Background: an optimization exercise with open tools, aiming at small area. Do not read the settings as production practice. Only simulation tests tie the RTL to the original design; equivalence was not proved. No activity file was given, so power comes from the tool's default toggle rates.

==> design.v <==
module bms_crc8_step (
    input  wire [7:0] crc_in,
    input  wire [7:0] data_in,
    output reg  [7:0] crc_out
);
    integer i;
    reg [7:0] a;
    always @(*) begin
        a = crc_in ^ data_in;
        for (i = 0; i < 8; i = i + 1) begin
            if (a[7])
                a = {a[6:0], 1'b0} ^ 8'h07;
            else
                a = {a[6:0], 1'b0};
        end
        crc_out = a;
    end
endmodule
module bms_frame_codec (
    input  wire        clk,
    input  wire        rst,
    input  wire        op_valid,
    output wire        op_ready,
    input  wire [7:0]  op_code,
    input  wire [31:0] op_arg,
    input  wire        hin_valid,
    output wire        hin_ready,
    input  wire [7:0]  hin_data,
    output wire        res_valid,
    input  wire        res_ready,
    output wire [3:0]  res_code,
    output wire [31:0] res_data,
    output wire        hout_valid,
    input  wire        hout_ready,
    output wire [7:0]  hout_data,
    output wire        tx_valid,
    input  wire        tx_ready,
    output wire [7:0]  tx_data,
    input  wire        rx_valid,
    output wire        rx_ready,
    input  wire        rx_tmo,
    input  wire [7:0]  rx_data
);
    localparam integer TB = 0;               
    localparam integer NTAP = 1 << TB;
    localparam integer LB = 8 - TB;          
    localparam [2:0] S_IDLE = 3'd0;
    localparam [2:0] S_TX   = 3'd1;
    localparam [2:0] S_RX   = 3'd2;
    localparam [2:0] S_RES  = 3'd3;         
    localparam [2:0] S_RESP = 3'd4;         
    localparam [2:0] S_POUT = 3'd5;
    localparam [2:0] P_HDR  = 3'd0;         
    localparam [2:0] P_PAY  = 3'd1;
    localparam [2:0] P_CRC  = 3'd2;
    localparam [2:0] P_PRE  = 3'd3;         
    localparam [2:0] P_SYNC = 3'd4;         
    localparam [2:0] P_RHDR = 3'd5;         
    localparam [1:0] X_OK = 2'd0, X_NP = 2'd1, X_BI = 2'd2, X_BO = 2'd3;
    reg [2:0]  st;
    reg [2:0]  ph_s;
    reg [1:0]  xc;
    reg [31:0] h;         
    reg [7:0]  cnt;
    reg [7:0]  crc_acc;
    reg [7:0]  crc_w;
    reg [7:0]  ph;
    reg        hv;
    reg [2047:0] ring;
    wire [7:0] len = h[31:24];
    wire [7:0] cnt_inc = cnt + 8'd1;
    wire          aligned = (ph[LB-1:0] == cnt[LB-1:0]);
    wire [TB-1:0] tap_sel;
    generate if (TB > 0) begin : g_sel
        assign tap_sel = ph[7:LB] - cnt[7:LB];
    end else begin : g_nosel
        assign tap_sel = 1'b0;
    end endgenerate
    reg [7:0] ring_rd;
    integer k;
    always @(*) begin
        ring_rd = ring[7:0];
        for (k = 0; k < NTAP; k = k + 1)
            if (tap_sel == k) ring_rd = ring[(k << LB) * 8 +: 8];
    end
    wire in_tx = (st == S_TX);
    wire in_rx = (st == S_RX);
    reg [7:0] tx_b;
    always @(*) begin
        case (ph_s)
        P_PAY:   tx_b = hin_data;
        P_CRC:   tx_b = crc_w;
        default: tx_b = cnt[3] ? h[7:0] : (cnt[2:0] == 3'd7) ? 8'hF0 : 8'h55;
        endcase
    end
    assign op_ready   = (st == S_IDLE);
    assign tx_valid   = in_tx && (ph_s != P_PAY || hin_valid);
    assign tx_data    = tx_b;
    assign hin_ready  = in_tx && (ph_s == P_PAY) && tx_ready;
    assign rx_ready   = in_rx && (ph_s != P_PAY || aligned);
    assign res_valid  = (st == S_RES) || (st == S_RESP);
    assign res_code   = {xc[1] & xc[0], 1'b0, xc[1] ^ xc[0], xc[1]};
    assign res_data   = h;
    assign hout_valid = hv;
    assign hout_data  = h[7:0];
    wire op_take = op_valid && (st == S_IDLE);
    wire tx_take = tx_valid && tx_ready;
    wire rx_take = rx_valid && rx_ready;
    wire wr      = rx_take && !rx_tmo && in_rx && (ph_s == P_PAY);
    wire [7:0] crc_acc_next, crc_tx_next, crc_rx_next;
    bms_crc8_step u_crc_acc (.crc_in(crc_acc), .data_in(op_arg[7:0]), .crc_out(crc_acc_next));
    bms_crc8_step u_crc_tx  (.crc_in(crc_w),   .data_in(tx_b),        .crc_out(crc_tx_next));
    bms_crc8_step u_crc_rx  (.crc_in(crc_w),   .data_in(rx_data),     .crc_out(crc_rx_next));
    integer p;
    always @(posedge clk) begin
        ring <= {ring[2039:0], ring[2047:2040]};
        for (p = 0; p < NTAP; p = p + 1)
            if (wr && aligned && tap_sel == p)
                ring[((p << LB) + 1) * 8 +: 8] <= rx_data;
    end
    always @(posedge clk) begin
        if (rst)
            ph <= 8'd0;
        else
            ph <= ph + 8'd1;
    end
    always @(posedge clk) begin
        if (rst) begin
            st      <= S_IDLE;
            crc_acc <= 8'h00;
            hv      <= 1'b0;
        end else begin
            case (st)
            S_IDLE: if (op_take) begin
                cnt   <= 8'd3;
                crc_w <= 8'h00;
                xc    <= X_OK;
                st    <= S_RES;
                case (op_code)
                8'h00: begin
                    crc_acc <= 8'h00;
                    h       <= 32'd0;
                end
                8'h01: begin
                    crc_acc <= crc_acc_next;
                    h       <= {24'd0, crc_acc_next};
                end
                8'h03: begin
                    h <= op_arg;
                    if (op_arg[6:0] != 7'd0) begin
                        xc <= X_BI;
                        h  <= {24'd0, op_arg[7:0]};
                    end else begin
                        ph_s <= P_HDR;
                        st   <= S_TX;
                    end
                end
                8'h04: begin
                    ph_s <= P_PRE;
                    st   <= S_RX;
                end
                default: begin
                    xc <= X_BO;
                    h  <= {24'd0, op_code};
                end
                endcase
            end
            S_TX: if (tx_take) begin
                case (ph_s)
                P_HDR: begin
                    cnt <= cnt_inc;
                    if (cnt[3]) begin
                        crc_w <= crc_tx_next;
                        h     <= {h[7:0], h[31:8]};
                    end
                    if (cnt[3] && cnt[1:0] == 2'd3) begin
                        cnt  <= 8'd0;
                        ph_s <= (h[7:0] != 8'd0) ? P_PAY : P_CRC;
                    end
                end
                P_PAY: begin
                    crc_w <= crc_tx_next;
                    cnt   <= cnt_inc;
                    if (cnt_inc == len)
                        ph_s <= P_CRC;
                end
                default: begin
                    h  <= {23'd0, {1'b0, len} + 9'd10};
                    st <= S_RES;
                end
                endcase
            end
            S_RX: if (rx_take) begin
                if (rx_tmo) begin
                    xc <= X_NP;
                    h  <= {31'd0, ph_s != P_PRE};
                    st <= S_RES;
                end else begin
                    case (ph_s)
                    P_PRE: if (rx_data == 8'h55) ph_s <= P_SYNC;
                    P_SYNC: begin
                        if (rx_data == 8'hF0) begin
                            cnt   <= 8'd0;
                            crc_w <= 8'h00;
                            ph_s  <= P_RHDR;
                        end else if (rx_data != 8'h55) begin
                            xc <= X_NP;
                            h  <= 32'd2;
                            st <= S_RES;
                        end
                    end
                    P_RHDR: begin
                        h     <= {rx_data, h[31:16], h[15], 7'd0};
                        crc_w <= crc_rx_next;
                        cnt   <= cnt_inc;
                        if (cnt[1:0] == 2'd3) begin
                            cnt  <= 8'd0;
                            ph_s <= (rx_data != 8'd0) ? P_PAY : P_CRC;
                        end
                    end
                    P_PAY: begin
                        crc_w <= crc_rx_next;
                        cnt   <= cnt_inc;
                        if (cnt_inc == len)
                            ph_s <= P_CRC;
                    end
                    default: begin
                        cnt <= 8'd0;
                        if (rx_data == crc_w) begin
                            st <= S_RESP;
                        end else begin
                            xc <= X_NP;
                            h  <= 32'd3;
                            st <= S_RES;
                        end
                    end
                    endcase
                end
            end
            S_RES: if (res_ready) st <= S_IDLE;
            S_RESP: if (res_ready) st <= S_POUT;
            default: begin  
                if ((!hv || hout_ready) && cnt == len) begin
                    hv <= 1'b0;
                    st <= S_IDLE;
                end else if ((!hv || hout_ready) && aligned) begin
                    h[7:0] <= ring_rd;
                    hv     <= 1'b1;
                    cnt    <= cnt_inc;
                end else if (hout_ready) begin
                    hv <= 1'b0;
                end
            end
            endcase
        end
    end
endmodule
==> constraint.sdc <==
create_clock -name core_clock -period 10.0 [get_ports {clk}]
set_input_delay 2.0000 -clock core_clock [delete_from_list [all_inputs] [get_ports {clk}]]
set_output_delay 2.0000 -clock core_clock [all_outputs]
set_load 0.01 [all_outputs]
==> config.mk <==
export PLATFORM = sky130hd
export DESIGN_NAME = bms_frame_codec
export DESIGN_NICKNAME = bms_frame_codec
export VERILOG_FILES = /design/flow/design.v
export SDC_FILE = /design/flow/constraint.sdc
export NUM_CORES = 4
export LEC_CHECK = 0
export CAP_MARGIN = 20
export CORE_MARGIN = 2
export CORE_UTILIZATION = 40
export SLEW_MARGIN = 20
==> run.sh <==
#!/bin/bash
# synth_recipe.tcl (not shown) runs the flow's synth.tcl, then flattens the netlist and writes it again
# the make line also repeats each setting of config.mk as NAME=value (left out here)
make -C /OpenROAD-flow-scripts/flow DESIGN_CONFIG=/design/flow/config.mk WORK_HOME=/design/flow/orfs CLKGATE_MAP_FILE= SYNTH_SCRIPT=/design/flow/synth_recipe.tcl finish
==> impl_metrics.ini <==
[sta]
rsz0062_at_grt = false
slew_headroom = 0.3150
maxSlewViolCount = 0
hold_viol = 0
setup_ws_ps = 4559
timing.fmax_mhz = 183.8
fin_crit_sh = 0.5441
fin_crit_ps = 5441
worstMarginPinSlew_ps = 1002
fin_worst_skew_ps = 25.69
fin_tns_setup_ps = 0
finalSetupViolCount = 0

[clock_network]
ctsHoldBuffers = 0
cts-resized-gates = 0
cts_buffers = 186
root_buffer = clkbuf_16
cts_buffer_depth = 3
post_cts_buffers = 0
cts_max_level = 4
clk_pin_slew_ps = 60
cts_tree = done
cts_sinks = 2121
clk_latency_ps = 750

[placement]
pre_cts_slack_ps = 4558
port_buffers = 121
gp_congestion = 0.8519
dp.final_hpwl_um = 31710
place_inst = 4297

[final_layout]
drive_above_1_share = 0.1092
fillerInstances = 9646
utilization = 0.4838
antenna_cells = 0
finalNetCount = 3035
stdcell_count = 4637
area_delta_synth_final_pct = 19.93

[global_route]
grt_use_total = 0.1028
gr-total-overflow = 0
grt_pass1_vias = 18480
grt_start_max_net_pins = 27
antenna_found_initial = 2
grt_pass1_wl_um = 99880

[power_and_ir_drop]
p_clk_frac = 0.423
switching_share = 0.2135
p_seq_frac = 0.517
switchingPower_mw = 3.614
internal_power_mw = 13.32
p_leak_nw = 22.06
peakVddDrop_mv = 0.1520
p_comb_frac = 0.060
finalPower_mw = 16.93
p_per_area_nw_per_um2 = 301.1

[floorplan]
die_x_um = 346.3
die_h_um = 346.3
core-area_um2 = 116200
num_io_pins = 123
dieArea_um2 = 119900
std_cell_rows = 125
start_util = 0.4034

[synthesis]
ys_warn_count = 2
synth_most_common_cell = dfxtp_1
synth-edff-count = 53
yosysSeqAreaShare = 0.9172
netlist_top_cells_count = 2068 x dfxtp_1, 73 x xnor2_1, 56 x nand2_1
synth_top_area_cell = dfxtp_1
syn_nets = 2766
synth_area_leaders = dfxtp_1 88%, edfxtp_1 3.4%, xnor2_1 1.4%
yosysUniqueCellTypes = 81
synth-async-reset-ratio = 0
netlist.area_leader.share = 0.8832
ys.flop_type = dfxtp_1
synth_seq_cells = 2121
avgSynthCellArea_um2 = 17.41
syn_area_um2 = 46870
synthCells = 2692

[setup_path]
crit_fanout = 2
cpPeakStageDelay_ps = 570
arrival_ps = 3440
worst_path_max_delay_cell = clkdlybuf4s50_1
worstRegToRegCells = 6
worst-path-buf-inv = 2
r2r_start = ph_s[1]
crit_chain = clkdlybuf4s50_1 > o22a_1 > nor2_1 > a21oi_1 > clkdlybuf4s50_1
criticalPathCategory = primary input to output port
timing.rr.end = crc_w[2]
crit_top_cell = clkdlybuf4s50_1
r2r_slack_ps = 6480
crit_required_ps = 8000
crit_family = buffers and inverters
cp-end-kind = output port
worstSetupStartpointType = primary input

[run_status]
status = complete, no violations

[routing]
first_iter_violations = 1378
route.detailed.wl_per_inst_um = 13.02
dr.pass1.iters = 5
viasPerCell = 4.005
vias = 18570
ant_nets = 0
drc = 0
wirelength_um = 60390

[run]
max_cap_viol_count = 0

[min_path]
hold_path.class = flop to flop
min_from = ring[1232]
hold_end = ring[1240]
hold-path-cell-count = 0
==> metal layers <==
metal / track usage / vias to the layer above / part of all wire
met1: 0.1538 / 8663 / 0.53
li1: - / 9258 / -
met2: 0.1335 / 501 / 0.37
met4: 0.04616 / 4 / 0.029
met5: 0 / - / 0.00063
met3: 0.03266 / 143 / 0.064
==> cell type report <==
type	count	area (µm²)	share of cell area
Timing Repair Buffer	130	1279	0.02275
Tap cell	1524	1907	0.03392
Inverter	7	31.28	0.0005564
Multi-Input combinational cell	515	3586	0.06379
Sequential cell	2121	42990	0.7647
Clock buffer	288	5727	0.1019
Clock inverter	52	696.9	0.01240
==> power groups by stage <==
stage / clock network, mW / registers [mW] / logic, mW
floorplan: 0 / 8.86 / 0.697
detailed placement: 0 / 8.94 / 0.991
finish: 7.16 / 8.76 / 1.01
global placement: 0 / 8.94 / 1.00
CTS: 7.39 / 8.75 / 1.00
global route: 7.75 / 8.76 / 1.09
==> sequential cells by signal, summed over array words and instances, names as in the netlist <==
name and cells:
ring 2048, h 32, cnt 8, crc_acc 8, crc_w 8, ph 8, ph_s 3, st 3
xc 2, hv 1
==> how the worst max path moves through the flow <==
stage	from	end	slack [ps]	cells after the start
6_report	hin_data[1]	tx_data[1]	4560	5
5_1_grt	hin_data[1]	tx_data[1]	4480	5
4_1_cts	hin_data[1]	tx_data[1]	4550	5
3_5_place_dp	hin_data[1]	tx_data[1]	4560	5
3_3_place_gp	hin_data[1]	tx_data[1]	4560	5
2_1_floorplan	rx_data[7]	h[10]	4740	7
==> worst reg2reg max path: stages (launching register included) <==
cell	delay [ps]
edfxtp_1	900
or3b_4	420
o21ai_0	200
o2bb2ai_1	240
or3_1	380
or3_1	360
a21oi_1	650
==> per-stage QoR <==
step                      cell area [µm²]  hold WS [ps]
after floorplan                     46870         309.6
after global placement              49790         309.9
after detailed placement            49790         312.1
after CTS                           56220         307.6
after global routing                56220         308.2
final                               56220         301.2
==> placed cells by master (no fill, tap or decap), types with 9 or more instances in the layout <==
| master | synthesis | routed |
|---|---|---|
| clkbuf_16 | 0 | 193 |
| nor4_1 | 13 | 13 |
| buf_4 | 11 | 9 |
| a21oi_1 | 36 | 36 |
| o21ai_0 | 35 | 35 |
| nor3_1 | 19 | 19 |
| nor2b_1 | 9 | 9 |
| dfxtp_1 | 2068 | 2068 |
| edfxtp_1 | 53 | 53 |
| o22ai_1 | 12 | 12 |
| nand3_1 | 12 | 12 |
| nand2_1 | 56 | 56 |
| clkbuf_1 | 21 | 41 |
| nor2_1 | 47 | 47 |
| bufinv_16 | 0 | 11 |
| xnor2_1 | 73 | 73 |
| mux2_2 | 11 | 11 |
| a22o_1 | 15 | 15 |
| clkinv_2 | 0 | 22 |
| clkbuf_8 | 0 | 54 |
| ha_1 | 9 | 9 |
| clkdlybuf4s50_1 | 0 | 121 |
| a22oi_1 | 17 | 17 |
| xor2_1 | 25 | 25 |
==> cells by family after synthesis <==
family,Yosys count,synth area share
flops,2121,0.9172
simple gates,216,0.02440
compound gates,170,0.02493
xor+xnor,104,0.02109
buf+inv,56,0.006433
mux,15,0.003497
fa+ha+maj,9,0.002402
other cells,1,0.00008000

## re-timing with driven ports
The flow's constraints put no driver on any port. The routed layout listed below was extracted and timed again, unchanged, in two steps.
Step 1: set_driving_cell puts a clkbuf_16 on clk and a buf_2 on each other input, an assumption about the parent block.
Step 2 adds t to the input delays and takes it off the output delays; t is the mean of the earliest and latest rising clock arrival at the registers after step 1. Input paths then give back, and output paths get back, about the clock's delay inside the block.
Three values: ideal, step 1, step 2; two values: the first two.
t (ns): 0.797
slack for setup (ns): 4.559 / 4.531 / 4.531
worst setup path after step 2: input to output
worst data-port slew with drivers (ns): 0.10
pins driven straight from the clock port: 1
After both steps setup and hold are still met in this run. For this run, drivers alone change the setup slack by -0.028 ns; drivers and shift together by -0.028 ns.
